What follows belongs to an exercise in optimizing a design on an open flow for small area, a short achievable clock period and few clock cycles; a production flow would make more cautious choices. The RTL was checked by simulation tests, not by an equivalence proof against the original design. Power figures rest on the tool's default switching activity, not on a simulated workload.

File: flow/config.mk
export PLATFORM = sky130hd
export DESIGN_NAME = festy_core
export DESIGN_NICKNAME = festy_core
export VERILOG_FILES = /design/flow/design.v
export SDC_FILE = /design/flow/constraint.sdc
export NUM_CORES = 4
export LEC_CHECK = 0
export CAP_MARGIN = 20
export CORE_MARGIN = 2
export CORE_UTILIZATION = 40
export PLACE_DENSITY = 0.6
export SLEW_MARGIN = 20
File: flow/constraint.sdc
create_clock -name core_clock -period 10.0 [get_ports {clk}]
set_input_delay 2.0000 -clock core_clock [delete_from_list [all_inputs] [get_ports {clk}]]
set_output_delay 2.0000 -clock core_clock [all_outputs]
set_load 0.01 [all_outputs]
File: flow/design.v
module festy_core (
    input  wire        clk,
    input  wire        rst,
    input  wire        cmd_valid,
    input  wire [31:0] cmd_word,
    input  wire [31:0] arg_base,
    input  wire [31:0] arg_len,
    input  wire        crc_we,
    input  wire [31:0] crc_wdata,
    output reg         busy,
    output reg         done,
    output reg         err,
    output reg         illcmd,
    output reg  [3:0]  errcode,
    output reg  [31:0] errparam,
    output reg  [31:0] result_len,
    output reg  [31:0] crc_reg,
    output reg         ib_re,
    output reg  [24:0] ib_addr,
    input  wire [7:0]  ib_rdata,
    output reg         ob_re,
    output reg         ob_we,
    output reg  [24:0] ob_addr,
    output reg  [7:0]  ob_wdata,
    input  wire [7:0]  ob_rdata
);
    localparam [3:0] E_BTS = 4'd1, E_UNSUP = 4'd2, E_TREE = 4'd3, E_TRAIL = 4'd4,
                     E_TRUNC = 4'd5, E_LEN = 4'd6, E_CRC = 4'd7, E_NOSECT = 4'd8;
    localparam [3:0]
        S_IDLE = 4'd0,
        S_CRC  = 4'd1,    
        S_SCAN = 4'd2,    
        S_HDR  = 4'd3,    
        S_CHK  = 4'd4,    
        S_COPY = 4'd5,    
        S_PRE  = 4'd6,    
        S_PRE2 = 4'd7,    
        S_DEC  = 4'd8,    
        S_END  = 4'd9;    
    reg [3:0]  state;
    reg        isdec;         
    reg        crc_sel;       
    reg        rlv;           
    reg [24:0] ra;            
    reg [25:0] n;             
    reg [24:0] base;          
    reg [10:0] off;           
    reg [4:0]  h;             
    reg        dv;            
    reg        cpv;           
    reg        s0bad;         
    reg [7:0]  extra, root;
    reg        lenbad;
    reg [31:0] expcrc;
    reg [31:0] acc;           
    reg [24:0] r0;            
    reg [24:0] q2;            
    reg [8:0]  pcur;          
    reg        pend;          
    reg        pleaf;         
    reg        ovf;           
    reg [24:0] wp;            
    reg [23:0] rem;           
    reg [7:0]  cb;            
    reg [3:0]  ck;            
    reg [7:0]  nb;            
    reg        nv;
    reg        fin;           
    reg [1:0]  cpos;          
    reg [24:0] crem;          
    reg [1:0]  fk;            
    function [31:0] crc_byte;
        input [31:0] r;
        input [7:0]  b;
        reg   [31:0] w;
        integer i;
        begin
            w = {24'd0, r[7:0] ^ b};
            for (i = 0; i < 8; i = i + 1)
                w = w[0] ? ((w >> 1) ^ 32'hEDB88320) : (w >> 1);
            crc_byte = (r >> 8) ^ w;
        end
    endfunction
    wire cmd_ok = (cmd_word == 32'h1) || (cmd_word == 32'h5) ||
                  (cmd_word == 32'h2) || (cmd_word == 32'h3);
    wire [32:0] arg_end = {1'b0, arg_base} + {1'b0, arg_len};
    wire        legal = cmd_ok && (arg_end <= 33'h2000000);
    wire [7:0]  mk = (h[1:0] == 2'd0) ? 8'h50 : (h[1:0] == 2'd1) ? 8'h4D :
                     (h[1:0] == 2'd2) ? 8'h4F : 8'h43;
    wire        mhit = (ib_rdata == mk);
    wire [10:0] off64 = off + 11'd64;
    wire        nxt_ok = (off64 <= 11'd1024) && ({15'd0, off64} + 26'd4 <= n);
    wire        cur_ok = (26'd4 <= n);
    wire        bit_ok = (ck != 4'd0);
    wire        bit_b  = cb[7];
    wire [7:0]  ent    = pleaf ? root : ib_rdata;
    wire [24:0] an     = pleaf ? r0 + {24'd0, bit_b} : q2 + {18'd0, ib_rdata[5:0], bit_b};
    wire [24:0] q2n    = pleaf ? r0 + 25'd2 : q2 + {18'd0, ib_rdata[5:0], 1'b0} + 25'd2;
    wire [8:0]  pn     = (pleaf ? 9'd0 : pcur) + {3'd0, ent[5:0]} + 9'd1;
    wire        last   = pleaf && (rem == 24'd1);
    wire        dec_go = (state == S_DEC) && pend && !ovf && !last && bit_ok;
    wire        fvalid = (fk != 2'd0) || (crem[24:3] != 22'd0);
    wire        stall  = dec_go && !nv && !fin && fvalid;
    wire [7:0]  cdata = (state == S_CRC && crc_sel) ? ob_rdata : ib_rdata;
    wire [31:0] cnext = crc_byte(acc, cdata);
    wire [9:0]  magidx = 10'd6 + {1'b0, extra, 1'b0};
    wire [25:0] crem0  = n - {16'd0, magidx};
    wire        tadj   = (ck == 4'd8) && (cpos == 2'd0);
    wire        trail  = tadj ? (crem != 25'd0) : (crem != 25'd4);
    reg seq_issue;    
    always @(*) begin
        ib_re    = 1'b0;
        ib_addr  = ra;
        ob_re    = 1'b0;
        ob_we    = 1'b0;
        ob_addr  = wp;
        ob_wdata = ib_rdata;
        seq_issue = 1'b0;
        case (state)
        S_CRC: begin
            if (n != 26'd0) begin
                ib_re   = !crc_sel;
                ob_re   = crc_sel;
                ob_addr = ra;
                seq_issue = 1'b1;
            end
        end
        S_SCAN: begin
            seq_issue = 1'b1;
            if (!dv) begin
                ib_re = cur_ok;
            end else if (mhit) begin
                ib_re = 1'b1;
            end else begin
                ib_re   = nxt_ok;
                ib_addr = base + {14'd0, off64};
            end
        end
        S_HDR: begin
            ib_re = !(dv && h == 5'd17);
            seq_issue = ib_re;
        end
        S_COPY: begin
            ib_re = 1'b1;
            seq_issue = 1'b1;
        end
        S_PRE, S_PRE2: begin
            ib_re   = 1'b1;
            ib_addr = base;
        end
        S_DEC: begin
            if (!pend) begin
                ib_re   = 1'b1;
            end else if (stall) begin
                ib_re   = 1'b1;
                ib_addr = base;
            end else if (dec_go) begin
                ib_re   = 1'b1;
                ib_addr = an;
            end
        end
        default: ;
        endcase
        if (cpv) ob_we = 1'b1;
        if (state == S_DEC && pend && pleaf && !ovf) ob_we = 1'b1;
        errparam   = {7'd0, (errcode == E_TRAIL) ? crem :
                            (errcode == E_TRUNC) ? {1'b0, rem} : 25'd0};
        result_len = {7'd0, rlv ? wp : 25'd0};
    end
    task finish_ok;
        begin
            busy    <= 1'b0;
            done    <= 1'b1;
            err     <= 1'b0;
            errcode <= 4'd0;
            state   <= S_IDLE;
        end
    endtask
    task fail;
        input [3:0] code;
        begin
            busy    <= 1'b0;
            done    <= 1'b1;
            err     <= 1'b1;
            errcode <= code;
            rlv     <= 1'b0;
            state   <= S_IDLE;
        end
    endtask
    always @(posedge clk) begin
        if (rst) begin
            state    <= S_IDLE;
            busy     <= 1'b0;
            done     <= 1'b0;
            err      <= 1'b0;
            illcmd   <= 1'b0;
            errcode  <= 4'd0;
            rlv      <= 1'b0;
            crc_reg  <= 32'hFFFFFFFF;
            dv       <= 1'b0;
            cpv      <= 1'b0;
            pend     <= 1'b0;
            fin      <= 1'b0;
        end else begin
            if (seq_issue) ra <= ib_addr + 25'd1;
            if (cpv) begin
                acc <= cnext;
                wp  <= wp + 25'd1;
            end
            cpv <= 1'b0;
            fin <= 1'b0;
            if (fin) begin
                nb <= ib_rdata;
                nv <= 1'b1;
            end
            case (state)
            S_IDLE: begin
                ra      <= arg_base[24:0];
                base    <= arg_base[24:0];
                n       <= arg_len[25:0];
                dv      <= 1'b0;
                off     <= 11'd0;
                h       <= cmd_word[0] ? 5'd0 : 5'd12;
                crc_sel <= cmd_word[2];
                isdec   <= cmd_word[0];
                acc     <= cmd_word[1] ? 32'hFFFFFFFF : crc_reg;
                if (cmd_valid) begin
                    if (!legal) begin
                        illcmd <= 1'b1;
                    end else begin
                        busy  <= 1'b1;
                        state <= (cmd_word[1:0] == 2'd1) ? S_CRC :
                                 (cmd_word[1:0] == 2'd2) ? S_HDR : S_SCAN;
                    end
                end else if (crc_we) begin
                    crc_reg <= crc_wdata;
                end
            end
            S_CRC: begin
                if (dv) acc <= cnext;
                dv <= (n != 26'd0);
                if (n != 26'd0) begin
                    n <= n - 26'd1;
                end else begin
                    crc_reg <= dv ? cnext : acc;
                    finish_ok;
                end
            end
            S_SCAN: begin
                dv <= 1'b1;
                if (!dv) begin
                    if (!cur_ok) fail(E_NOSECT);
                end else if (mhit) begin
                    h <= h + 5'd1;
                    if (h[1:0] == 2'd3) begin
                        h     <= 5'd0;
                        n     <= n - {15'd0, off} - 26'd16;
                        state <= S_HDR;
                    end
                end else begin
                    h   <= 5'd0;
                    off <= off64;
                    if (!nxt_ok) fail(E_NOSECT);
                end
            end
            S_HDR: begin
                dv <= 1'b1;
                if (dv) begin
                    h <= h + 5'd1;
                    case (h)
                    5'd4:  rem[7:0]   <= ib_rdata;
                    5'd5:  rem[15:8]  <= ib_rdata;
                    5'd6:  rem[23:16] <= ib_rdata;
                    5'd7:  lenbad <= (ib_rdata != 8'd0);
                    5'd8:  expcrc[7:0]   <= ib_rdata;
                    5'd9:  expcrc[15:8]  <= ib_rdata;
                    5'd10: expcrc[23:16] <= ib_rdata;
                    5'd11: expcrc[31:24] <= ib_rdata;
                    5'd12: s0bad <= (ib_rdata != 8'h28);
                    5'd13: begin
                        lenbad   <= lenbad | (ib_rdata != rem[7:0]);
                        rem[7:0] <= ib_rdata;
                    end
                    5'd14: begin
                        lenbad    <= lenbad | (ib_rdata != rem[15:8]);
                        rem[15:8] <= ib_rdata;
                    end
                    5'd15: begin
                        lenbad     <= lenbad | (ib_rdata != rem[23:16]);
                        rem[23:16] <= ib_rdata;
                    end
                    5'd16: extra <= ib_rdata;
                    5'd17: begin
                        root  <= ib_rdata;
                        state <= S_CHK;
                    end
                    default: ;
                    endcase
                end
            end
            S_CHK: begin
                wp    <= 25'd0;
                if (isdec && (n[25] || n == 26'd0)) begin
                    fail(E_BTS);
                end else if (isdec && s0bad) begin
                    fail(E_UNSUP);
                end else if (n[25:3] == 23'd0 && n[2:0] <= 3'd6) begin
                    fail(E_BTS);
                end else if (s0bad) begin
                    fail(E_UNSUP);
                end else if (n <= {16'd0, magidx}) begin
                    fail(E_UNSUP);
                end else if (crem0 < 26'd4) begin
                    fail(E_TRUNC);
                end else begin
                    r0    <= ra + {18'd0, root[5:0], 1'b0};
                    base  <= ra + {16'd0, extra, 1'b1} + 25'd2;
                    ra    <= base;
                    fk    <= 2'd0;
                    crem  <= crem0[24:0];
                    state <= (isdec && off != 11'd0) ? S_COPY : S_PRE;
                end
            end
            S_COPY: begin
                off <= off - 11'd1;
                cpv <= 1'b1;
                if (off == 11'd1) state <= S_PRE;
            end
            S_PRE: begin
                base  <= base - 25'd1;
                state <= S_PRE2;
            end
            S_PRE2: begin
                cb    <= {ib_rdata[6:0], 1'b0};
                ck    <= 4'd7;
                cpos  <= 2'd0;
                nv    <= 1'b0;
                fin   <= 1'b1;
                base  <= base - 25'd1;
                fk    <= 2'd2;
                q2    <= r0 + 25'd2;
                ra    <= r0 + {24'd0, ib_rdata[7]};
                pcur  <= {3'd0, root[5:0]} + 9'd1;
                ovf   <= ({3'd0, root[5:0]} + 9'd1) > {1'b0, extra};
                pleaf <= ib_rdata[7] ? root[6] : root[7];
                pend  <= 1'b0;
                state <= S_DEC;
            end
            S_DEC: begin
                if (!pend) begin
                    pend <= 1'b1;
                end else if (ovf) begin
                    fail(E_TREE);
                end else begin
                    if (pleaf) begin
                        acc <= cnext;
                        wp  <= wp + 25'd1;
                        rem <= rem - 24'd1;
                    end
                    if (last) begin
                        state <= S_END;
                    end else if (!bit_ok) begin
                        fail(E_TRUNC);
                    end else begin
                        q2    <= q2n;
                        ra    <= an;
                        pcur  <= pn;
                        ovf   <= pn > {1'b0, extra};
                        pleaf <= bit_b ? ent[6] : ent[7];
                        pend  <= !stall;
                    end
                end
            end
            S_END: begin
                if (trail) begin
                    crem <= tadj ? crem : crem - 25'd4;
                    fail(E_TRAIL);
                end else if (!isdec) begin
                    rlv <= 1'b1;
                    finish_ok;
                end else if (lenbad) begin
                    fail(E_LEN);
                end else begin
                    crc_reg <= acc;
                    if (~acc != expcrc) begin
                        fail(E_CRC);
                    end else begin
                        rlv <= 1'b1;
                        finish_ok;
                    end
                end
            end
            default: state <= S_IDLE;
            endcase
            if (dec_go) begin
                cb <= {cb[6:0], 1'b0};
                ck <= ck - 4'd1;
                if (ck == 4'd1 && (nv || fin)) begin
                    cb   <= nv ? nb : ib_rdata;
                    ck   <= 4'd8;
                    nv   <= 1'b0;
                    cpos <= cpos + 2'd1;
                    if (cpos == 2'd3) crem <= crem - 25'd4;
                end
            end
            if (stall) begin
                fin  <= 1'b1;
                base <= (fk == 2'd3) ? base + 25'd7 : base - 25'd1;
                fk   <= fk + 2'd1;
            end
        end
    end
endmodule
File: flow/run.sh
#!/bin/bash
# synth_recipe.tcl (not shown) runs the flow's synth.tcl, then flattens the netlist and writes it again
# the make line also repeats each setting of config.mk as NAME=value (left out here)
make -C /OpenROAD-flow-scripts/flow DESIGN_CONFIG=/design/flow/config.mk WORK_HOME=/design/flow/orfs CLKGATE_MAP_FILE= SYNTH_SCRIPT=/design/flow/synth_recipe.tcl finish
==> out/qor.txt, run 1 <==
status: no timing/DRC/antenna violations
Layout Cells excl Fill: 5624
fill cell count: 8682
initial antenna violation count: 4
Most used DFF post-synth: edfxtp_1
Final GP Congestion: 1.01
Sequential cell area: 0.0111 mm^2
Routed Antenna Nets: 0
post-route setup slack: 1420 ps
CP required: 8000 ps
most frequent cells in the layout: nand2_1 (395), nor2_1 (384), edfxtp_1 (336)
crit path capture type: output port
cts hold-fix bufs: 0
CTS tree: built
Setup crit start kind: input port
Core Rows: 109
pre-CTS WS: 1430 ps
final-report hold violation count: 0
Final Slew Violations: 0
Fin Clk Skew: 43.6 ps
DRC viols: 0
Max Clock Freq: 0.117 GHz
share of post-route cells with drive strength above 1: 6.17%
setup violators final: 0
synth warn: 1
core area: 0.0886 mm^2
Clock Sinks: 385
grt ovf: 0
pin count of the biggest net entering global routing: 86
class of the most critical setup path: in -> out
wire per inst: 27.7 um
share of flip-flops with an asynchronous set or reset: 0%
num ports: 313
die width: 304 um
worst path cell trace: clkdlybuf4s50_1, and3_1, o211ai_1, or2_1, a21oi_1, or2_2, a22o_1, a211oi_1, inv_2, clkdlybuf4s50_1
top-area cell type share of the netlist area: 28.1%
P per Cell Area: 114 mW/mm^2
WP data arrival: 6580 ps
Detailed Route WL: 156000 um
most common cell after layout, fill and taps aside: nand2_1
CTS Root Cell: clkbuf_16
Max VDD drop: 166 uV
GRT Total Usage: 32.9%
Gate Count Post-Synth: 4288
max incr delay on CP: 790 ps
worst hold stages: 2
CP max-delay cell: clkdlybuf4s50_1
Worst slew margin: 24.8%
antenna diode count: 0
clk buf depth: 3
die height: 304 um
CTS resizes: 0
top post-synthesis cells by area: edfxtp_1 (28%), xnor2_1 (7.0%), ha_1 (6.4%), xor2_1 (4.5%), nand2_1 (4.1%)
unrepaired setup endpoints after global routing: no
clk slew on worst S/H paths: 60 ps
DP Wirelength: 117000 um
Area Overhead vs Synth: 15.7%
Post-Syn Area: 0.0359 mm^2
total power: 4.75 mW
sequential share of the synthesized area: 30.8%
Leakage: 15.1 nW
fin nets: 4761
Worst Reg-to-Reg Cells: 15
Post-CTS Setup Repair Bufs: 0
DRT Pass-1 Iters: 8
DRT iter0 DRCs: 4295
clock latency (worst-skew pair): 650 ps
# port buffers: 298
Sum Neg Setup Slack: 0 ps
DP Cell Count: 5528
slew at the pin closest to its max-slew limit: 1130 ps
Seq cells post-synth: 385
leading area contributor after synthesis: edfxtp_1
CP Buf/Inv Count: 3
H-tree depth: 2
Final min period: 8580 ps
Synth cell types: 101
Multi-input gate area: 0.0230 mm^2
crit share post-route: 85.8%
Num CTS Buffers: 50
first-pass GRT wire length: 226000 um
Worst path top cell family by delay: compound AO/OA/AOI/OAI gates
syn avg cell area: 8.37 um^2
Hold Crit Class: reg -> reg
Post-synth EDFFs: 336
Max FO, Critical Path: 15
Die ar.: 0.0921 mm^2
most numerous cell on the critical path: clkdlybuf4s50_1
MaxCap Viol Count: 0
cell depth of the worst setup path: 10
starting density of the core: 40.5%
routed vias: 35700
Via density: 6.36
vias in the first global route: 33600
stage by stage:
step	cell area [um^2]	utilization (%)	hold WS (ps)
6_report	41500	46.9	447
5_1_grt	41500	46.9	491
4_1_cts	41500	46.8	448
3_5_place_dp	39700	44.8	438
3_3_place_gp	39700	44.8	436
2_1_floorplan	35900	-	470
final timing paths:
path	from	slack, ps	to
setup / recovery	ib_rdata[3]	1420	ib_addr[13]
setup reg to reg	extra[0]	3650	errcode[2]
hold reg to reg	done	450	done
hold / removal	done	450	done
where the power goes:
part / internal [mW] / switching [mW]
sequential: 1.80 / 0.107
clock: 1.15 / 0.831
combinational: 0.359 / 0.498
total: 3.31 / 1.44
worst register-to-register path, cell delays in order (launching register included):
cell and delay [ps]:
edfxtp_1 520, inv_1 200, ha_1 280, nor4_1 420
nand3_1 230, ha_1 470, a41oi_1 220, o21ai_0 130
nor3_1 680, and2_1 250, xnor2_1 190, nand4_1 570
and2_4 590, or3_4 570, a2111oi_0 810, nor3_1 80
area by class of cell:
type	count	area share, %
inverters	170	1.55
flip-flops and latches	385	26.7
multi-input cells	3435	55.5
repair buffers	375	8.57
well taps	1165	3.51
clock inverters	29	0.949
clock buffers	65	3.29
cells by family (layout without fill, tap and decap cells):
kind of cell             count (synthesis)  count (layout)  share of synthesized area [%]
AND/OR/NAND/NOR                       1482            1482                           20.4
adder cells (fa/ha/maj)                196             196                           7.10
XOR/XNOR                               471             471                           11.5
multiplexers                            92              92                           2.71
AO/OA/AOI/OAI                         1180            1180                           22.0
flip-flops                             385             385                           30.8
other                                    1              14                         0.0104
buffers and inverters                  481             639                           5.44
Yosys cell counts (23+ instances only):
cell / instances
nand2_1: 396
nor2_1: 390
edfxtp_1: 336
a21oi_1: 289
xnor2_1: 287
o21ai_0: 265
clkbuf_1: 244
ha_1: 183
xor2_1: 183
inv_1: 167
nor3_1: 115
nand3_1: 113
o211ai_1: 81
nand4_1: 77
nor4_1: 64
mux2i_1: 61
and3_1: 58
a221oi_1: 56
and2_1: 55
dfxtp_1: 49
a22o_1: 45
a21o_1: 41
a22oi_1: 38
nor2b_1: 35
o22ai_1: 35
or3_1: 35
nand2b_1: 31
a31oi_1: 30
mux2_2: 30
o221ai_1: 30
a221o_1: 28
o21a_1: 26
a211oi_1: 23
a222oi_1: 23
buf_1: 23
per-layer routing:
layer | track usage, % | vias up | wire, um
met5 | 0 | - | 41
met2 | 51.0 | 1990 | 68900
met1 | 43.9 | 17300 | 63800
met3 | 5.74 | 413 | 14200
met4 | 16.7 | 6 | 8860
li1 | - | 16100 | -
Testbench counts, summed over its fixed seeds: cycles 263,471.
==> run 2: changes to the inputs <==
--- a/flow/design.v
+++ b/flow/design.v
@@ -50,15 +50,20 @@
     reg        cpv;           
     reg        s0bad;         
     reg [7:0]  extra, root;
+    reg [7:0]  rc0, rc1;      
     reg        lenbad;
     reg [31:0] expcrc;
     reg [31:0] acc;           
-    reg [24:0] r0;            
+    reg [24:0] r2;            
     reg [24:0] q2;            
     reg [8:0]  pcur;          
     reg        pend;          
     reg        pleaf;         
     reg        ovf;           
+    reg        rmode;         
+    reg        remit;         
+    reg [7:0]  rcv;
+    reg        rsv;           
     reg [24:0] wp;            
     reg [23:0] rem;           
     reg [7:0]  cb;            
@@ -91,17 +96,37 @@
     wire [10:0] off64 = off + 11'd64;
     wire        nxt_ok = (off64 <= 11'd1024) && ({15'd0, off64} + 26'd4 <= n);
     wire        cur_ok = (26'd4 <= n);
-    wire        bit_ok = (ck != 4'd0);
-    wire        bit_b  = cb[7];
-    wire [7:0]  ent    = pleaf ? root : ib_rdata;
-    wire [24:0] an     = pleaf ? r0 + {24'd0, bit_b} : q2 + {18'd0, ib_rdata[5:0], bit_b};
-    wire [24:0] q2n    = pleaf ? r0 + 25'd2 : q2 + {18'd0, ib_rdata[5:0], 1'b0} + 25'd2;
-    wire [8:0]  pn     = (pleaf ? 9'd0 : pcur) + {3'd0, ent[5:0]} + 9'd1;
-    wire        last   = pleaf && (rem == 24'd1);
-    wire        dec_go = (state == S_DEC) && pend && !ovf && !last && bit_ok;
+    wire        b1     = cb[7];
+    wire        b1_ok  = (ck != 4'd0);
+    wire        b2     = (ck[3:1] != 3'd0) ? cb[6] : nb[7];
+    wire        b2_ok  = (ck[3:1] != 3'd0) || (ck[0] && nv);
+    wire [6:0]  proot  = {1'b0, root[5:0]} + 7'd1;
+    wire        rovf   = {1'b0, proot} > extra;
+    wire [7:0]  rcb    = b1 ? rc1 : rc0;         
+    wire        rleaf  = b1 ? root[6] : root[7];
+    wire        arr    = (state == S_DEC) && pend && !ovf;           
+    wire        emit   = (arr && pleaf) || ((state == S_DEC) && rmode && remit);
+    wire        last   = emit && (rem == 24'd1);
+    wire        rstep  = ((arr && pleaf) || ((state == S_DEC) && rmode)) && !last;
+    wire        nstep  = arr && !pleaf;
+    wire        t_fail = (rstep && (!b1_ok || rovf || (!rleaf && !b2_ok))) ||
+                         (nstep && !b1_ok);
+    wire        d1     = rstep && b1_ok && !rovf && rleaf;         
+    wire        go     = (rstep && b1_ok && !rovf && !rleaf && b2_ok) ||
+                         (nstep && b1_ok);                         
+    wire [1:0]  used   = d1 ? 2'd1 : !go ? 2'd0 : rstep ? 2'd2 : 2'd1;
+    wire [7:0]  ent    = rstep ? rcb : ib_rdata;
+    wire        bsel   = rstep ? b2 : b1;
+    wire [24:0] qb     = rstep ? r2 : q2;
+    wire [24:0] an     = qb + {18'd0, ent[5:0], bsel};
+    wire [24:0] q2n    = qb + {18'd0, ent[5:0], 1'b0} + 25'd2;
+    wire [8:0]  pn     = (rstep ? {2'd0, proot} : pcur) + {3'd0, ent[5:0]} + 9'd1;
     wire        fvalid = (fk != 2'd0) || (crem[24:3] != 22'd0);
-    wire        stall  = dec_go && !nv && !fin && fvalid;
-    wire [7:0]  cdata = (state == S_CRC && crc_sel) ? ob_rdata : ib_rdata;
+    wire        want_f = !nv && !fin && fvalid;
+    wire        fetch  = want_f && (go || d1);
+    wire        stall  = go && want_f;
+    wire [7:0]  odata = (state == S_DEC && rmode) ? rcv : ib_rdata;
+    wire [7:0]  cdata = (state == S_CRC && crc_sel) ? ob_rdata : odata;
     wire [31:0] cnext = crc_byte(acc, cdata);
     wire [9:0]  magidx = 10'd6 + {1'b0, extra, 1'b0};
     wire [25:0] crem0  = n - {16'd0, magidx};
@@ -114,7 +139,7 @@
         ob_re    = 1'b0;
         ob_we    = 1'b0;
         ob_addr  = wp;
-        ob_wdata = ib_rdata;
+        ob_wdata = odata;
         seq_issue = 1'b0;
         case (state)
         S_CRC: begin
@@ -137,8 +162,9 @@
             end
         end
         S_HDR: begin
-            ib_re = !(dv && h == 5'd17);
+            ib_re = !(dv && h == 5'd19);
             seq_issue = ib_re;
+            if (dv && h == 5'd17) ib_addr = ra + {18'd0, ib_rdata[5:0], 1'b0};
         end
         S_COPY: begin
             ib_re = 1'b1;
@@ -149,20 +175,19 @@
             ib_addr = base;
         end
         S_DEC: begin
-            if (!pend) begin
+            if (rsv) begin
                 ib_re   = 1'b1;
-            end else if (stall) begin
+            end else if (fetch) begin
                 ib_re   = 1'b1;
                 ib_addr = base;
-            end else if (dec_go) begin
+            end else if (go) begin
                 ib_re   = 1'b1;
                 ib_addr = an;
             end
         end
         default: ;
         endcase
-        if (cpv) ob_we = 1'b1;
-        if (state == S_DEC && pend && pleaf && !ovf) ob_we = 1'b1;
+        if (cpv || emit) ob_we = 1'b1;
         errparam   = {7'd0, (errcode == E_TRAIL) ? crem :
                             (errcode == E_TRUNC) ? {1'b0, rem} : 25'd0};
         result_len = {7'd0, rlv ? wp : 25'd0};
@@ -200,6 +225,8 @@
             dv       <= 1'b0;
             cpv      <= 1'b0;
             pend     <= 1'b0;
+            rmode    <= 1'b0;
+            rsv      <= 1'b0;
             fin      <= 1'b0;
         end else begin
             if (seq_issue) ra <= ib_addr + 25'd1;
@@ -289,9 +316,14 @@
                         lenbad     <= lenbad | (ib_rdata != rem[23:16]);
                         rem[23:16] <= ib_rdata;
                     end
-                    5'd16: extra <= ib_rdata;
-                    5'd17: begin
-                        root  <= ib_rdata;
+                    5'd16: begin
+                        extra <= ib_rdata;
+                        q2    <= ra + {16'd0, ib_rdata, 1'b1} + 25'd3;
+                    end
+                    5'd17: root <= ib_rdata;
+                    5'd18: rc0  <= ib_rdata;
+                    5'd19: begin
+                        rc1   <= ib_rdata;
                         state <= S_CHK;
                     end
                     default: ;
@@ -313,8 +345,8 @@
                 end else if (crem0 < 26'd4) begin
                     fail(E_TRUNC);
                 end else begin
-                    r0    <= ra + {18'd0, root[5:0], 1'b0};
-                    base  <= ra + {16'd0, extra, 1'b1} + 25'd2;
+                    r2    <= ra;
+                    base  <= q2;
                     ra    <= base;
                     fk    <= 2'd0;
                     crem  <= crem0[24:0];
@@ -331,43 +363,49 @@
                 state <= S_PRE2;
             end
             S_PRE2: begin
-                cb    <= {ib_rdata[6:0], 1'b0};
-                ck    <= 4'd7;
+                cb    <= ib_rdata;
+                ck    <= 4'd8;
                 cpos  <= 2'd0;
                 nv    <= 1'b0;
                 fin   <= 1'b1;
                 base  <= base - 25'd1;
                 fk    <= 2'd2;
-                q2    <= r0 + 25'd2;
-                ra    <= r0 + {24'd0, ib_rdata[7]};
-                pcur  <= {3'd0, root[5:0]} + 9'd1;
-                ovf   <= ({3'd0, root[5:0]} + 9'd1) > {1'b0, extra};
-                pleaf <= ib_rdata[7] ? root[6] : root[7];
+                rmode <= 1'b1;
+                remit <= 1'b0;
                 pend  <= 1'b0;
+                rsv   <= 1'b0;
                 state <= S_DEC;
             end
             S_DEC: begin
-                if (!pend) begin
+                rsv   <= 1'b0;
+                rmode <= 1'b0;
+                pend  <= 1'b0;
+                if (rsv) begin
                     pend <= 1'b1;
-                end else if (ovf) begin
+                end else if (pend && ovf) begin
                     fail(E_TREE);
                 end else begin
-                    if (pleaf) begin
+                    if (emit) begin
                         acc <= cnext;
                         wp  <= wp + 25'd1;
                         rem <= rem - 24'd1;
                     end
                     if (last) begin
                         state <= S_END;
-                    end else if (!bit_ok) begin
-                        fail(E_TRUNC);
+                    end else if (t_fail) begin
+                        fail((rstep && b1_ok && rovf) ? E_TREE : E_TRUNC);
+                    end else if (d1) begin
+                        rmode <= 1'b1;
+                        remit <= 1'b1;
+                        rcv   <= rcb;
                     end else begin
                         q2    <= q2n;
                         ra    <= an;
                         pcur  <= pn;
                         ovf   <= pn > {1'b0, extra};
-                        pleaf <= bit_b ? ent[6] : ent[7];
+                        pleaf <= bsel ? ent[6] : ent[7];
                         pend  <= !stall;
+                        rsv   <= stall;
                     end
                 end
             end
@@ -392,18 +430,27 @@
             end
             default: state <= S_IDLE;
             endcase
-            if (dec_go) begin
-                cb <= {cb[6:0], 1'b0};
-                ck <= ck - 4'd1;
-                if (ck == 4'd1 && (nv || fin)) begin
-                    cb   <= nv ? nb : ib_rdata;
-                    ck   <= 4'd8;
+            if (used != 2'd0) begin
+                if ({2'd0, used} < ck) begin
+                    cb <= (used == 2'd2) ? {cb[5:0], 2'b00} : {cb[6:0], 1'b0};
+                    ck <= ck - {2'd0, used};
+                end else if ({2'd0, used} == ck) begin
+                    cb <= nv ? nb : ib_rdata;
+                    ck <= (nv || fin) ? 4'd8 : 4'd0;
+                    if (nv || fin) begin
+                        nv   <= 1'b0;
+                        cpos <= cpos + 2'd1;
+                        if (cpos == 2'd3) crem <= crem - 25'd4;
+                    end
+                end else begin
+                    cb   <= {nb[6:0], 1'b0};
+                    ck   <= 4'd7;
                     nv   <= 1'b0;
                     cpos <= cpos + 2'd1;
                     if (cpos == 2'd3) crem <= crem - 25'd4;
                 end
             end
-            if (stall) begin
+            if (state == S_DEC && fetch) begin
                 fin  <= 1'b1;
                 base <= (fk == 2'd3) ? base + 25'd7 : base - 25'd1;
                 fk   <= fk + 2'd1;
==> out/qor.txt, run 2 <==
Worst slew margin: 24.0%
most common cell in the netlist: nand2_1
num ports: 313
unrepaired setup endpoints after global routing: no
sequential share of the synthesized area: 31.5%
vias in the first global route: 36200
syn avg cell area: 8.14 um^2
CTS resizes: 0
clock latency (worst-skew pair): 650 ps
first-pass GRT wire length: 244000 um
GR Util met1: 45.4%
mux cell area share after synthesis: 1.99%
Sum Neg Setup Slack: 0 ps
Max FO, Critical Path: 43
top-area cell type share of the netlist area: 28.8%
DRC viols: 0
Fin Clk Skew: 28.7 ps
post-synthesis simple-gate area fraction: 21.3%
leading area contributor after synthesis: edfxtp_1
Max VDD drop: 134 uV
Seq cells post-synth: 412
DP Wirelength: 124000 um
XOR/XNOR Fraction of Synth Area: 8.84%
crit path capture type: output port
Area Overhead vs Synth: 16.1%
setup violators final: 0
crit share post-route: 95.2%
initial antenna violation count: 9
fill cell count: 9345
synth cell count leaders: nand2_1 (585), o21ai_0 (376), edfxtp_1 (361)
most frequent cells in the layout: nand2_1 (584), o21ai_0 (376), edfxtp_1 (361)
P per Cell Area: 197 mW/mm^2
Hold Crit Class: reg -> reg
CP required: 8000 ps
share of post-route cells with drive strength above 1: 5.90%
synth warn: 1
Num CTS Buffers: 53
Final Slew Violations: 0
Leakage: 15.8 nW
Post-CTS Setup Repair Bufs: 0
pin count of the biggest net entering global routing: 94
grt ovf: 0
share of flip-flops with an asynchronous set or reset: 0%
DRT iter0 DRCs: 5087
MaxCap Viol Count: 0
final-report hold violation count: 0
WP data arrival: 7520 ps
fin nets: 5075
clk slew on worst S/H paths: 60 ps
Die ar.: 0.0965 mm^2
Core Rows: 112
Setup crit start kind: register
die height: 311 um
cts hold-fix bufs: 0
Final min period: 9520 ps
busiest layer in global routing: met2
CTS Root Cell: clkbuf_16
die width: 311 um
Most used DFF post-synth: edfxtp_1
Fin Hold WS: 502 ps
GRT Total Usage: 33.1%
Via density: 6.41
Clock Sinks: 412
Final GP Congestion: 1.02
most common cell after layout, fill and taps aside: nand2_1
main combinational cell family by area after synthesis: compound AO/OA/AOI/OAI gates
top post-synthesis cells by area: edfxtp_1 (29%), nand2_1 (5.8%), ha_1 (5.7%), o21ai_0 (5.0%), xnor2_1 (4.9%)
DRT Pass-1 Iters: 9
CTS tree: built
Synth Area in Adders: 6.63%
Detailed Route WL: 167000 um
H-tree depth: 2
Post-Syn Area: 0.0376 mm^2
DP Cell Count: 5937
Routed Antenna Nets: 0
Synth cell types: 99
Max Clock Freq: 0.105 GHz
Gate Count Post-Synth: 4620
clk buf depth: 3
core area: 0.0933 mm^2
Compound-Gate Fraction of Synth Area: 24.4%
Post-synth EDFFs: 361
routed vias: 38700
met3 Use GR: 8.03%
slew at the pin closest to its max-slew limit: 1140 ps
starting density of the core: 40.3%
Layout Cells excl Fill: 6042
M2 GR Usage: 49.6%
status: no timing/DRC/antenna violations
wire per inst: 27.6 um
# port buffers: 298
class of the most critical setup path: reg -> out
run 2: changes by cell type after synthesis, sizes merged, moves of 17 or more:
cell,previous run,this run
xnor2,287,212
nor2,390,342
edfxtp,336,361
a21oi,290,310
nand3,113,136
nand2,397,585
clkbuf,244,291
a31oi,30,55
o21ai,273,385
xor2,184,167
mux2,30,13
run 2: kinds of logic (layout without fill, tap and decap cells):
logic type | Yosys count | count (layout)
AO/OA/AOI/OAI | 1398 | 1398
XOR/XNOR | 379 | 379
adder cells (fa/ha/maj) | 189 | 189
buffers and inverters | 502 | 651
flip-flops | 412 | 412
multiplexers | 73 | 73
other | 1 | 20
AND/OR/NAND/NOR | 1666 | 1666
run 2: path summary, 6_finish.rpt:
check | endpoint | slack (ps) | from | cells after the start
min | crc_reg[27] | 500 | crc_reg[27] | 2
max reg2reg | ra[20] | 2610 | state[1] | 21
min reg2reg | crc_reg[27] | 500 | crc_reg[27] | 2
max | ib_addr[20] | 480 | state[1] | 24
run 2: per-stage QoR:
| stage | cell area (um^2) | util [%] | setup slack (ps) | power [mW] |
|---|---|---|---|---|
| floorplan | 37700 | - | 2430 | 4.96 |
| global placement | 41800 | 44.7 | 1160 | 6.33 |
| detailed placement | 41800 | 44.7 | 1070 | 6.35 |
| CTS | 43700 | 46.8 | 518 | 8.51 |
| global route | 43700 | 46.8 | 158 | 9.00 |
| finish | 43700 | 46.8 | 480 | 8.62 |
run 2: worst max-delay path, cell delays in order (launching register included):
cell             delay, ps
dfxtp_1                300
buf_4                  220
or4b_2                 760
a21oi_1                500
nand4_1                160
buf_4                  240
nand2_1                120
buf_4                  470
nand2_1                100
nand2_1                110
ha_1                   200
inv_1                   70
fa_1                   400
and3b_1                290
o2111ai_1              160
and2_1                 210
and3_1                 210
a211oi_1               280
buf_4                  210
nand3_1                120
xnor2_1                360
nor2_1                  70
o32ai_1                600
inv_1                  160
clkdlybuf4s50_1        520
run 2: layout make-up:
| class | count | area [um^2] | area share [%] |
|---|---|---|---|
| multi-input combinational | 3719 | 24000 | 55.0 |
| antenna | 6 | 15.0 | 0.0344 |
| clock inverter | 37 | 527 | 1.21 |
| clock buffer | 62 | 1370 | 3.14 |
| timing repair buffer | 398 | 3730 | 8.54 |
| tap | 1254 | 1570 | 3.59 |
| sequential | 412 | 11900 | 27.2 |
| inverter | 154 | 586 | 1.34 |
run 2: report_power, final:
group          internal (mW)  switching, mW
logic                   1.46           2.41
clock network           1.30          0.869
registers               2.18          0.417
total                   4.93           3.69
run 2: layer usage:
metal  up-vias  share of wire (%)  wire length (um)
met2      2302                 43             72000
met1     18700                 41             67800
met5         -             0.0078                13
met4         2                4.5              7550
li1      17400                  -                 -
met3       379                 12             19200
Testbench counts of run 2, summed over its fixed seeds: cycles 229,289.
==> run 3: changes to the inputs <==
--- a/flow/design.v
+++ b/flow/design.v
@@ -36,7 +36,8 @@
         S_PRE  = 4'd6,    
         S_PRE2 = 4'd7,    
         S_DEC  = 4'd8,    
-        S_END  = 4'd9;    
+        S_END  = 4'd9,    
+        S_ECRC = 4'd10;   
     reg [3:0]  state;
     reg        isdec;         
     reg        crc_sel;       
@@ -51,8 +52,9 @@
     reg        s0bad;         
     reg [7:0]  extra, root;
     reg [7:0]  rc0, rc1;      
+    reg [8:0]  g00, g01, g10, g11;
     reg        lenbad;
-    reg [31:0] expcrc;
+    reg        crcbad;
     reg [31:0] acc;           
     reg [24:0] r2;            
     reg [24:0] q2;            
@@ -66,6 +68,7 @@
     reg        rsv;           
     reg [24:0] wp;            
     reg [23:0] rem;           
+    reg        rem1;          
     reg [7:0]  cb;            
     reg [3:0]  ck;            
     reg [7:0]  nb;            
@@ -101,26 +104,54 @@
     wire        b2     = (ck[3:1] != 3'd0) ? cb[6] : nb[7];
     wire        b2_ok  = (ck[3:1] != 3'd0) || (ck[0] && nv);
     wire [6:0]  proot  = {1'b0, root[5:0]} + 7'd1;
-    wire        rovf   = {1'b0, proot} > extra;
+    reg         rovf;                         
+    reg  [1:0]  rovf1;                        
     wire [7:0]  rcb    = b1 ? rc1 : rc0;         
-    wire        rleaf  = b1 ? root[6] : root[7];
+    wire        rleaf1 = b1 ? root[6] : root[7];
+    wire        rovfb  = b1 ? rovf1[1] : rovf1[0];
+    wire [8:0]  gsel   = b1 ? (b2 ? g11 : g10) : (b2 ? g01 : g00);    
+    wire        rleaf2 = b2 ? rcb[6] : rcb[7];
+    wire        b3     = (ck > 4'd2) ? cb[5] : (ck == 4'd2) ? nb[7] : nb[6];
+    wire        b3_ok  = (ck > 4'd2) || (ck != 4'd0 && nv);
     wire        arr    = (state == S_DEC) && pend && !ovf;           
     wire        emit   = (arr && pleaf) || ((state == S_DEC) && rmode && remit);
-    wire        last   = emit && (rem == 24'd1);
+    wire        last   = emit && rem1;
+    wire        hdr    = (state == S_HDR);
+    wire        rsel   = !hdr && (pleaf || rmode);    
     wire        rstep  = ((arr && pleaf) || ((state == S_DEC) && rmode)) && !last;
     wire        nstep  = arr && !pleaf;
-    wire        t_fail = (rstep && (!b1_ok || rovf || (!rleaf && !b2_ok))) ||
+    wire        r_ok1  = b1_ok && !rovf && !rleaf1;
+    wire        r_ok2  = r_ok1 && b2_ok && !rovfb && !rleaf2;
+    wire        r_d1   = b1_ok && !rovf && rleaf1;                 
+    wire        r_d2   = r_ok1 && b2_ok && !rovfb && rleaf2;       
+    wire        r_tree = b1_ok && (rovf || (!rleaf1 && b2_ok && rovfb));
+    wire        t_fail = (rstep && !r_d1 && !r_d2 && !(r_ok2 && b3_ok)) ||
                          (nstep && !b1_ok);
-    wire        d1     = rstep && b1_ok && !rovf && rleaf;         
-    wire        go     = (rstep && b1_ok && !rovf && !rleaf && b2_ok) ||
-                         (nstep && b1_ok);                         
-    wire [1:0]  used   = d1 ? 2'd1 : !go ? 2'd0 : rstep ? 2'd2 : 2'd1;
-    wire [7:0]  ent    = rstep ? rcb : ib_rdata;
-    wire        bsel   = rstep ? b2 : b1;
-    wire [24:0] qb     = rstep ? r2 : q2;
-    wire [24:0] an     = qb + {18'd0, ent[5:0], bsel};
-    wire [24:0] q2n    = qb + {18'd0, ent[5:0], 1'b0} + 25'd2;
-    wire [8:0]  pn     = (rstep ? {2'd0, proot} : pcur) + {3'd0, ent[5:0]} + 9'd1;
+    wire        d1     = rstep && (r_d1 || r_d2);                  
+    wire        go     = (rstep && r_ok2 && b3_ok) || (nstep && b1_ok);   
+    wire [1:0]  used   = (rstep && r_d1) ? 2'd1 : (rstep && r_d2) ? 2'd2 :
+                         !go ? 2'd0 : rstep ? 2'd3 : 2'd1;
+    wire [7:0]  s8     = hdr ? {2'd0, (h[2] ? (h[1] ? rc1[5:0] : rc0[5:0]) : root[5:0])} :
+                               {1'b0, gsel[6:0]};
+    wire        rb     = !hdr && b3;
+    wire [8:0]  ar_lo  = {1'b0, r2[7:0]} + {s8[6:0], rb};
+    wire [16:0] r2_hi1 = r2[24:8] + 17'd1;
+    wire [24:0] ar     = {ar_lo[8] ? r2_hi1 : r2[24:8], ar_lo[7:0]};
+    wire [7:0]  an_lo  = {1'b0, q2[6:0]} + {1'b0, ib_rdata[5:0], b1};
+    wire [17:0] q2_hi1 = q2[24:7] + 18'd1;
+    wire [24:0] an     = {an_lo[7] ? q2_hi1 : q2[24:7], an_lo[6:0]};
+    wire        bsel   = rsel ? b3 : b1;
+    wire [24:0] q2n    = (rsel ? ar : an) + {23'd0, !bsel, bsel};
+    wire [8:0]  pn     = (rsel ? {2'd0, proot} + {2'd0, gsel[6:0]} : pcur + {3'd0, ib_rdata[5:0]}) + 9'd1;
+    wire        pleafn = rsel ? (b3 ? gsel[7] : gsel[8]) : (b1 ? ib_rdata[6] : ib_rdata[7]);
+    function [8:0] gval;
+        input       leaf;
+        input [7:0] rc;
+        input [7:0] g;
+        begin
+            gval = leaf ? {1'b0, g} : {g[7:6], {1'b0, rc[5:0]} + {1'b0, g[5:0]} + 7'd1};
+        end
+    endfunction
     wire        fvalid = (fk != 2'd0) || (crem[24:3] != 22'd0);
     wire        want_f = !nv && !fin && fvalid;
     wire        fetch  = want_f && (go || d1);
@@ -162,14 +193,22 @@
             end
         end
         S_HDR: begin
-            ib_re = !(dv && h == 5'd19);
+            ib_re = !(dv && (h == 5'd17 || h == 5'd24));
             seq_issue = ib_re;
-            if (dv && h == 5'd17) ib_addr = ra + {18'd0, ib_rdata[5:0], 1'b0};
+            if (h == 5'd18 || h == 5'd20 || h == 5'd22) ib_addr = ar;
         end
         S_COPY: begin
             ib_re = 1'b1;
             seq_issue = 1'b1;
         end
+        S_END: begin
+            ib_re = isdec;
+            seq_issue = 1'b1;
+        end
+        S_ECRC: begin
+            ib_re = !(dv && h[1:0] == 2'd3);
+            seq_issue = 1'b1;
+        end
         S_PRE, S_PRE2: begin
             ib_re   = 1'b1;
             ib_addr = base;
@@ -182,7 +221,7 @@
                 ib_addr = base;
             end else if (go) begin
                 ib_re   = 1'b1;
-                ib_addr = an;
+                ib_addr = rsel ? ar : an;
             end
         end
         default: ;
@@ -292,6 +331,7 @@
             end
             S_HDR: begin
                 dv <= 1'b1;
+                if (dv && h == 5'd7) q2 <= ra;    
                 if (dv) begin
                     h <= h + 5'd1;
                     case (h)
@@ -299,10 +339,6 @@
                     5'd5:  rem[15:8]  <= ib_rdata;
                     5'd6:  rem[23:16] <= ib_rdata;
                     5'd7:  lenbad <= (ib_rdata != 8'd0);
-                    5'd8:  expcrc[7:0]   <= ib_rdata;
-                    5'd9:  expcrc[15:8]  <= ib_rdata;
-                    5'd10: expcrc[23:16] <= ib_rdata;
-                    5'd11: expcrc[31:24] <= ib_rdata;
                     5'd12: s0bad <= (ib_rdata != 8'h28);
                     5'd13: begin
                         lenbad   <= lenbad | (ib_rdata != rem[7:0]);
@@ -318,12 +354,20 @@
                     end
                     5'd16: begin
                         extra <= ib_rdata;
-                        q2    <= ra + {16'd0, ib_rdata, 1'b1} + 25'd3;
+                        wp    <= ra + {16'd0, ib_rdata, 1'b1} + 25'd3;
+                        r2    <= ib_addr + 25'd1;      
                     end
                     5'd17: root <= ib_rdata;
-                    5'd18: rc0  <= ib_rdata;
                     5'd19: begin
-                        rc1   <= ib_rdata;
+                        rc0 <= ib_rdata;
+                        r2  <= ib_addr + 25'd1;
+                    end
+                    5'd20: rc1 <= ib_rdata;
+                    5'd21: g00 <= gval(rc0[7], rc0, ib_rdata);
+                    5'd22: g01 <= gval(rc0[6], rc0, ib_rdata);
+                    5'd23: g10 <= gval(rc1[7], rc1, ib_rdata);
+                    5'd24: begin
+                        g11   <= gval(rc1[6], rc1, ib_rdata);
                         state <= S_CHK;
                     end
                     default: ;
@@ -332,6 +376,16 @@
             end
             S_CHK: begin
                 wp    <= 25'd0;
+                crcbad <= 1'b0;
+                base  <= wp;
+                ra    <= base;
+                n     <= {1'b0, q2};
+                rem1  <= (rem == 24'd1);
+                rovf  <= {1'b0, proot} > extra;
+                rovf1[0] <= ({2'd0, proot} + {3'd0, rc0[5:0]} + 9'd1) > {1'b0, extra};
+                rovf1[1] <= ({2'd0, proot} + {3'd0, rc1[5:0]} + 9'd1) > {1'b0, extra};
+                fk    <= 2'd0;
+                crem  <= crem0[24:0];
                 if (isdec && (n[25] || n == 26'd0)) begin
                     fail(E_BTS);
                 end else if (isdec && s0bad) begin
@@ -345,11 +399,6 @@
                 end else if (crem0 < 26'd4) begin
                     fail(E_TRUNC);
                 end else begin
-                    r2    <= ra;
-                    base  <= q2;
-                    ra    <= base;
-                    fk    <= 2'd0;
-                    crem  <= crem0[24:0];
                     state <= (isdec && off != 11'd0) ? S_COPY : S_PRE;
                 end
             end
@@ -386,24 +435,26 @@
                     fail(E_TREE);
                 end else begin
                     if (emit) begin
-                        acc <= cnext;
-                        wp  <= wp + 25'd1;
-                        rem <= rem - 24'd1;
+                        acc  <= cnext;
+                        wp   <= wp + 25'd1;
+                        rem  <= rem - 24'd1;
+                        rem1 <= (rem == 24'd2);
                     end
                     if (last) begin
+                        ra    <= n[24:0];
                         state <= S_END;
                     end else if (t_fail) begin
-                        fail((rstep && b1_ok && rovf) ? E_TREE : E_TRUNC);
+                        fail((rstep && r_tree) ? E_TREE : E_TRUNC);
                     end else if (d1) begin
                         rmode <= 1'b1;
                         remit <= 1'b1;
-                        rcv   <= rcb;
+                        rcv   <= r_d1 ? rcb : gsel[7:0];
                     end else begin
                         q2    <= q2n;
-                        ra    <= an;
+                        ra    <= rsel ? ar : an;
                         pcur  <= pn;
                         ovf   <= pn > {1'b0, extra};
-                        pleaf <= bsel ? ent[6] : ent[7];
+                        pleaf <= pleafn;
                         pend  <= !stall;
                         rsv   <= stall;
                     end
@@ -420,11 +471,23 @@
                     fail(E_LEN);
                 end else begin
                     crc_reg <= acc;
-                    if (~acc != expcrc) begin
-                        fail(E_CRC);
-                    end else begin
-                        rlv <= 1'b1;
-                        finish_ok;
+                    dv      <= 1'b1;
+                    h       <= 5'd0;
+                    state   <= S_ECRC;
+                end
+            end
+            S_ECRC: begin
+                dv <= 1'b1;
+                if (dv) begin
+                    h <= h + 5'd1;
+                    if (ib_rdata != ~acc[8*h[1:0] +: 8]) crcbad <= 1'b1;
+                    if (h[1:0] == 2'd3) begin
+                        if (crcbad || ib_rdata != ~acc[31:24]) begin
+                            fail(E_CRC);
+                        end else begin
+                            rlv <= 1'b1;
+                            finish_ok;
+                        end
                     end
                 end
             end
@@ -432,7 +495,7 @@
             endcase
             if (used != 2'd0) begin
                 if ({2'd0, used} < ck) begin
-                    cb <= (used == 2'd2) ? {cb[5:0], 2'b00} : {cb[6:0], 1'b0};
+                    cb <= cb << used;
                     ck <= ck - {2'd0, used};
                 end else if ({2'd0, used} == ck) begin
                     cb <= nv ? nb : ib_rdata;
@@ -443,8 +506,8 @@
                         if (cpos == 2'd3) crem <= crem - 25'd4;
                     end
                 end else begin
-                    cb   <= {nb[6:0], 1'b0};
-                    ck   <= 4'd7;
+                    cb   <= nb << ({2'd0, used} - ck);
+                    ck   <= 4'd8 - ({2'd0, used} - ck);
                     nv   <= 1'b0;
                     cpos <= cpos + 2'd1;
                     if (cpos == 2'd3) crem <= crem - 25'd4;
--- a/flow/config.mk
+++ b/flow/config.mk
@@ -9,4 +9,5 @@
 export CORE_MARGIN = 2
 export CORE_UTILIZATION = 40
 export PLACE_DENSITY = 0.6
+export SETUP_SLACK_MARGIN = 4
 export SLEW_MARGIN = 20
==> out/qor.txt, run 3 <==
# port buffers: 298
Fin Clk Skew: 32.0 ps
wire per inst: 31.8 um
WP data arrival: 5080 ps
Detailed Route WL: 206000 um
clk slew on worst S/H paths: 70 ps
status: no timing/DRC/antenna violations
Max Clock Freq: 0.141 GHz
Seq cells post-synth: 421
clk buf depth: 3
most common cell in the netlist: nand2_1
Sum Neg Setup Slack: 0 ps
synth warn: 1
core area: 0.100 mm^2
Worst Reg-to-Reg Cells: 38
FF-to-FF setup slack: 3130 ps
num ports: 313
top post-synthesis cells by area: edfxtp_1 (28%), ha_1 (7.1%), xnor2_1 (4.7%), o21ai_0 (4.6%), nand2_1 (4.5%)
die height: 321 um
Via density: 6.70
Final GP Congestion: 1.05
routed vias: 43500
most frequent cells in the layout: nand2_1 (476), edfxtp_1 (370), o21ai_0 (348)
class of the most critical setup path: reg -> out
Leakage: 18.2 nW
sequential share of the synthesized area: 30.1%
vias in the first global route: 39900
top-area cell type share of the netlist area: 27.6%
crit path capture type: output port
Area Overhead vs Synth: 23.2%
pin count of the biggest net entering global routing: 77
Core Rows: 116
Final Slew Violations: 0
Most used DFF post-synth: edfxtp_1
DRT Pass-1 Iters: 9
CTS Root Cell: clkbuf_16
Post-synth EDFFs: 370
Setup crit start kind: register
share of post-route cells with drive strength above 1: 15.0%
initial antenna violation count: 4
CTS tree: built
Post-Syn Area: 0.0403 mm^2
cts hold-fix bufs: 0
most common cell after layout, fill and taps aside: nand2_1
Clock Sinks: 421
pre-CTS WS: 1720 ps
Final min period: 7080 ps
FF-to-FF End: ra[14]
Routed Antenna Nets: 0
DP Wirelength: 151000 um
GRT Total Usage: 38.3%
Die ar.: 0.103 mm^2
unrepaired setup endpoints after global routing: yes
MaxCap Viol Count: 0
Max VDD drop: 207 uV
H-tree depth: 2
final-report hold violation count: 0
DRT iter0 DRCs: 5958
Worst Hold Launch: done
Worst slew margin: 16.5%
leading area contributor after synthesis: edfxtp_1
share of flip-flops with an asynchronous set or reset: 0%
P per Cell Area: 284 mW/mm^2
Synth cell types: 100
RR Startpoint: ck[1]
fin nets: 5549
first-pass GRT wire length: 289000 um
setup violators final: 0
Hold Crit Class: reg -> reg
crit path to: ib_addr[19]
grt ovf: 0
crit share post-route: 70.8%
CP required: 8000 ps
CP startpoint: ck[1]
clock latency (worst-skew pair): 690 ps
slew at the pin closest to its max-slew limit: 1240 ps
die width: 321 um
post-route setup slack: 2920 ps
starting density of the core: 40.3%
Num CTS Buffers: 55
syn avg cell area: 8.39 um^2
Max FO, Critical Path: 7
synth cell count leaders: nand2_1 (485), edfxtp_1 (370), o21ai_0 (367)
DRC viols: 0
Gate Count Post-Synth: 4800
## run 3: changes by cell type after synthesis, sizes merged, moves of 25 or more
| cell | previous run | this run |
|---|---|---|
| nand2 | 585 | 485 |
| ha | 172 | 229 |
| a211oi | 32 | 75 |
| mux2 | 13 | 47 |
| mux2i | 60 | 88 |
| nor3 | 122 | 149 |
| o211ai | 80 | 55 |
## run 3: cells by family after synthesis
kind of cell,synth area share (%)
buf+inv,4.85
xor+xnor,8.69
mux,4.51
fa+ha+maj,7.91
flops,30.1
simple gates,19.6
compound gates,24.3
other cells,0.00931
## run 3: worst max-delay path: stages, from the launching register on
cell       delay [ps]
edfxtp_1          390
or4b_4            600
nand2_8           130
buf_4             120
mux4_2            560
and2_4            210
ha_4              290
o2111a_2          240
o21ai_4            70
buf_12            150
buf_6             140
a2111oi_4         380
xnor2_2           130
mux2_4            320
a2bb2oi_2         150
o211ai_1          320
buf_2             210
## run 3: area by class of cell
| class | instances | area, um^2 |
|---|---|---|
| fillers | 9520 | 50400 |
| multi-input cells | 3897 | 27800 |
| flip-flops and latches | 421 | 12100 |
| repair buffers | 616 | 5600 |
| well taps | 1298 | 1620 |
| clock buffers | 59 | 1410 |
| inverters | 165 | 637 |
| clock inverters | 42 | 408 |
| diodes | 1 | 2.50 |
## run 3: worst min path at each step
stage                 end  slack [ps]  depth (start not counted)
2_1_floorplan         err         500                          2
3_3_place_gp         done         460                          2
3_5_place_dp         done         470                          2
4_1_cts              done         480                          2
5_1_grt        crc_reg[0]         520                          2
6_report             done         480                          2
## run 3: timing repair
action / CTS / global route
setup endpoints to repair: 115 / 90
gates resized for setup: 321 / 132
cloned: 2 / 1
pin swaps: 91 / 78
buffers inserted: 150 / 51
## run 3: per-stage QoR
stage / instance area (um^2) / hold WS, ps / cells / power [mW] / util (%)
finish: 49600 / 477 / 6499 / 14.1 / 49.6
global route: 49600 / 522 / 6498 / 14.6 / 49.6
CTS: 48700 / 481 / 6445 / 13.5 / 48.7
detailed placement: 44800 / 466 / 6192 / 10.9 / 44.8
global placement: 44800 / 456 / 6192 / 10.9 / 44.8
floorplan: 40500 / 495 / 4813 / 7.77 / -
## run 3: per-layer routing
| metal | up-vias | part of all wire, % | global-route usage [%] |
|---|---|---|---|
| met1 | 21100 | 39 | 50.2 |
| met3 | 633 | 10 | 7.00 |
| met2 | 2923 | 43 | 57.3 |
| met5 | - | 0.011 | 0 |
| met4 | 4 | 8.3 | 26.2 |
| li1 | 18800 | - | - |
## run 3: where the power goes
| group | leakage [nW] | internal [mW] | switching [mW] | total (mW) |
|---|---|---|---|---|
| Sequential | 3.87 | 2.52 | 0.998 | 3.51 |
| Combinational | 13.5 | 3.24 | 5.23 | 8.47 |
| Clock | 0.876 | 1.18 | 0.913 | 2.09 |
| Total | 18.2 | 6.94 | 7.14 | 14.1 |
Testbench counts of run 3, summed over its fixed seeds: cycles 196,763.
==> run 4: changes to the inputs <==
==> flow/flow/run.sh (new file) <==
#!/bin/bash
# Layout: the standard flow (standard.sh) unchanged, except that the port
# buffers that global placement inserts on every input and output are
# sky130_fd_sc_hd__buf_1 cells instead of the default buffer cell; timing
# repair still resizes any of them that are on a critical path.
# Each run's full output goes to its own log file in this folder; ORFS also
# keeps each tool's log under orfs/logs/.
set -euo pipefail
export BUFFER_PORTS_ARGS="-buffer_cell sky130_fd_sc_hd__buf_1"
bash standard.sh synth > synth.log 2>&1
bash standard.sh finish > layout.log 2>&1
==> flow/standard.sh (new file) <==
#!/bin/bash
# synth_recipe.tcl (not shown) runs the flow's synth.tcl, then flattens the netlist and writes it again
# the make line also repeats each setting of config.mk as NAME=value (left out here)
make -C /OpenROAD-flow-scripts/flow DESIGN_CONFIG=/design/flow/config.mk WORK_HOME=/design/flow/orfs CLKGATE_MAP_FILE= SYNTH_SCRIPT=/design/flow/synth_recipe.tcl "${@:-finish}"
removed: flow/run.sh
==> out/qor.txt, run 4 <==
Most used DFF post-synth: edfxtp_1
post-route setup slack: 2950 ps
P_sw: 7.02 mW
num ports: 313
Seq cells post-synth: 421
class of the most critical setup path: reg -> out
synth warn: 1
starting density of the core: 40.3%
top-area cell type share of the netlist area: 27.6%
grt ovf: 0
Internal: 6.59 mW
worst hold stages: 2
# port buffers: 298
Leakage: 17.2 nW
Worst Hold Launch: crc_reg[20]
Setup crit start kind: register
post-synthesis simple-gate area fraction: 19.6%
leading area contributor after synthesis: edfxtp_1
CP required: 8000 ps
most common cell after layout, fill and taps aside: nand2_1
cts hold-fix bufs: 0
CTS Root Cell: clkbuf_16
wire per inst: 31.4 um
setup violators final: 0
Hold EP: crc_reg[20]
initial antenna violation count: 4
crit share post-route: 70.5%
unrepaired setup endpoints after global routing: yes
Fin Clk Skew: 45.2 ps
share of flip-flops with an asynchronous set or reset: 0%
Synth cell types: 100
syn avg cell area: 8.39 um^2
Sw Ratio: 51.6%
pre-CTS WS: 2620 ps
Via density: 6.65
Max FO, Critical Path: 38
Combinational Power Share: 58.4%
Routed Antenna Nets: 0
Layout Cells excl Fill: 6447
sequential share of the synthesized area: 30.1%
max incr delay on CP: 580 ps
clock power share: 15.3%
routed vias: 42900
status: no timing/DRC/antenna violations
fin nets: 5494
Detailed Route WL: 202000 um
DRT iter0 DRCs: 5691
crit path capture type: output port
clk slew on worst S/H paths: 60 ps
MaxCap Viol Count: 0
first-pass GRT wire length: 283000 um
clk buf depth: 3
Synth Area in Adders: 7.91%
RR Startpoint: ck[1]
Die ar.: 0.103 mm^2
synth cell count leaders: nand2_1 (485), edfxtp_1 (370), o21ai_0 (367)
Sum Neg Setup Slack: 0 ps
Flop pwr share: 26.3%
P per Cell Area: 288 mW/mm^2
Final Slew Violations: 0
most frequent cells in the layout: nand2_1 (478), edfxtp_1 (370), o21ai_0 (350)
most numerous cell on the critical path: buf_4
met3 Use GR: 7.83%
pin count of the biggest net entering global routing: 77
M2 GR Usage: 56.0%
Clock Sinks: 421
core area: 0.100 mm^2
main combinational cell family by area after synthesis: compound AO/OA/AOI/OAI gates
final-report hold violation count: 0
FF-to-FF setup slack: 3970 ps
FF-to-FF End: ra[24]
Area Overhead vs Synth: 17.2%
die height: 321 um
Num CTS Buffers: 54
GRT Total Usage: 37.6%
total power: 13.6 mW
mux cell area share after synthesis: 4.51%
CTS tree: built
busiest layer in global routing: met2
vias in the first global route: 39000
DRC viols: 0
top post-synthesis cells by area: edfxtp_1 (28%), ha_1 (7.1%), xnor2_1 (4.7%), o21ai_0 (4.6%), nand2_1 (4.5%)
Core Rows: 116
DP Cell Count: 6194
DRT Pass-1 Iters: 7
die width: 321 um
XOR/XNOR Fraction of Synth Area: 8.69%
CP max-delay cell: or4_1
GR Util met1: 48.7%
Post-synth EDFFs: 370
DP Wirelength: 149000 um
Max VDD drop: 204 uV
Compound-Gate Fraction of Synth Area: 24.3%
Final GP Congestion: 1.05
clock latency (worst-skew pair): 700 ps
Gate Count Post-Synth: 4800
H-tree depth: 2
slew at the pin closest to its max-slew limit: 1270 ps
Worst slew margin: 14.7%
Max Clock Freq: 0.142 GHz
Final min period: 7050 ps
Worst Reg-to-Reg Cells: 24
Hold Crit Class: reg -> reg
WP data arrival: 5050 ps
worst path cell trace: buf_4, or4_1, a32oi_1, o211ai_1, o32a_2, nor2_2, buf_4, a21oi_1, o221a_2, or4_4, buf_6
Post-Syn Area: 0.0403 mm^2
share of post-route cells with drive strength above 1: 13.2%
most common cell in the netlist: nand2_1
run 4: cell counts after synthesis:
No cell type changed its count.
run 4: power by group through the flow:
stage | combinational [mW] | sequential [mW] | clock [mW]
6_report | 7.95 | 3.58 | 2.08
5_1_grt | 8.37 | 3.56 | 2.14
4_1_cts | 7.37 | 3.53 | 2.07
3_5_place_dp | 7.00 | 3.57 | 0
3_3_place_gp | 6.98 | 3.57 | 0
2_1_floorplan | 4.92 | 2.85 | 0
run 4: how the worst max path moves through the flow:
stage,start,endpoint,cells past startpoint
floorplan,ck[2],ib_addr[23],17
global placement,ck[2],ib_addr[23],15
detailed placement,ck[2],ib_addr[23],15
CTS,ck[3],ib_addr[23],16
global route,ck[1],ib_addr[18],18
finish,cb[7],ib_addr[23],11
run 4: what timing repair did:
item / 4_1_cts / 5_1_grt
resized for setup: 144 / 135
gates cloned: 1 / 2
buffers inserted: 80 / 66
hold endpoints to repair: 0 / 0
pin swaps: 48 / 71
endpoints found under the setup margin: 115 / 98
run 4: worst max-delay path, delay by kind of cell, from the launching register on:
family                 cells  cell delay, ps
AO/OA/AOI/OAI              5            1650
buffers and inverters      3             920
flip-flops                 1             350
AND/OR/NAND/NOR            3            1380
run 4: logic make-up after synthesis:
logic type                 after synthesis
buffers and inverters                  497
DFF                                    421
and+or+nand+nor                       1610
other                                    1
muxes                                  153
AOI/OAI and AO/OA                     1476
xor gates and xnor gates               397
adders and majority gates              245
run 4: final cells by class:
class	count	area, um^2
well taps	1298	1620
fillers	9780	52800
diodes	5	12.5
multi-input cells	3896	27500
clock inverters	34	369
clock buffers	65	1420
flip-flops and latches	421	12100
inverters	165	639
repair buffers	563	3420
run 4: per-layer routing:
layer  wire length [um]  vias to the layer above
li1                   -                    18700
met1              78200                    20800
met2              86500                     2805
met3              20800                      587
met4              16800                        0
met5                  0                        -
run 4: metrics by stage:
stage	cell area (um^2)	hold WS (ps)	util, %
3_5_place_dp	42900	496	42.9
4_1_cts	46000	504	46.0
5_1_grt	47200	536	47.2
2_1_floorplan	40500	495	-
6_report	47200	507	47.2
3_3_place_gp	42900	490	42.9

[separate check: timing with driven ports]
How much do the figures lean on ideal ports? The routed layouts below were timed once more, with nothing changed but the port constraints.
Step 1 (the two cells are an assumption about what drives the block):
set clk [get_ports {clk}]
set_driving_cell -lib_cell sky130_fd_sc_hd__clkbuf_16 $clk
set_driving_cell -lib_cell sky130_fd_sc_hd__buf_2 [delete_from_list [all_inputs] $clk]
Step 2 times the ports against the registers' clock, not the clock port: input delays grow and output delays shrink by t, the midpoint of the rising clock arrivals with the driver on.
Three values: ideal ports, drivers, drivers and shift; two values: the first two.
| run | shift t [ns] | setup slack, ns | worst setup path after step 2 | slew at the worst register clock pin (ns) | pins driven straight from the clock port |
|---|---|---|---|---|---|
| run 1 | 0.701 | 1.416 / 1.394 / 1.394 | input to output | 0.07 / 0.07 | 1 |
| run 2 | 0.710 | 0.480 / 0.404 / 1.079 | input to output | 0.07 / 0.07 | 1 |
| run 3 | 0.746 | 2.917 / 2.842 / 2.600 | input to register | 0.07 / 0.07 | 1 |
| run 4 | 0.760 | 2.951 / 2.873 / 3.065 | input to output | 0.07 / 0.07 | 1 |
After both steps every run listed still meets setup and hold. The setup slack of run 3, which loses most, moves by -0.075 ns with the drivers and by -0.317 ns with both steps.
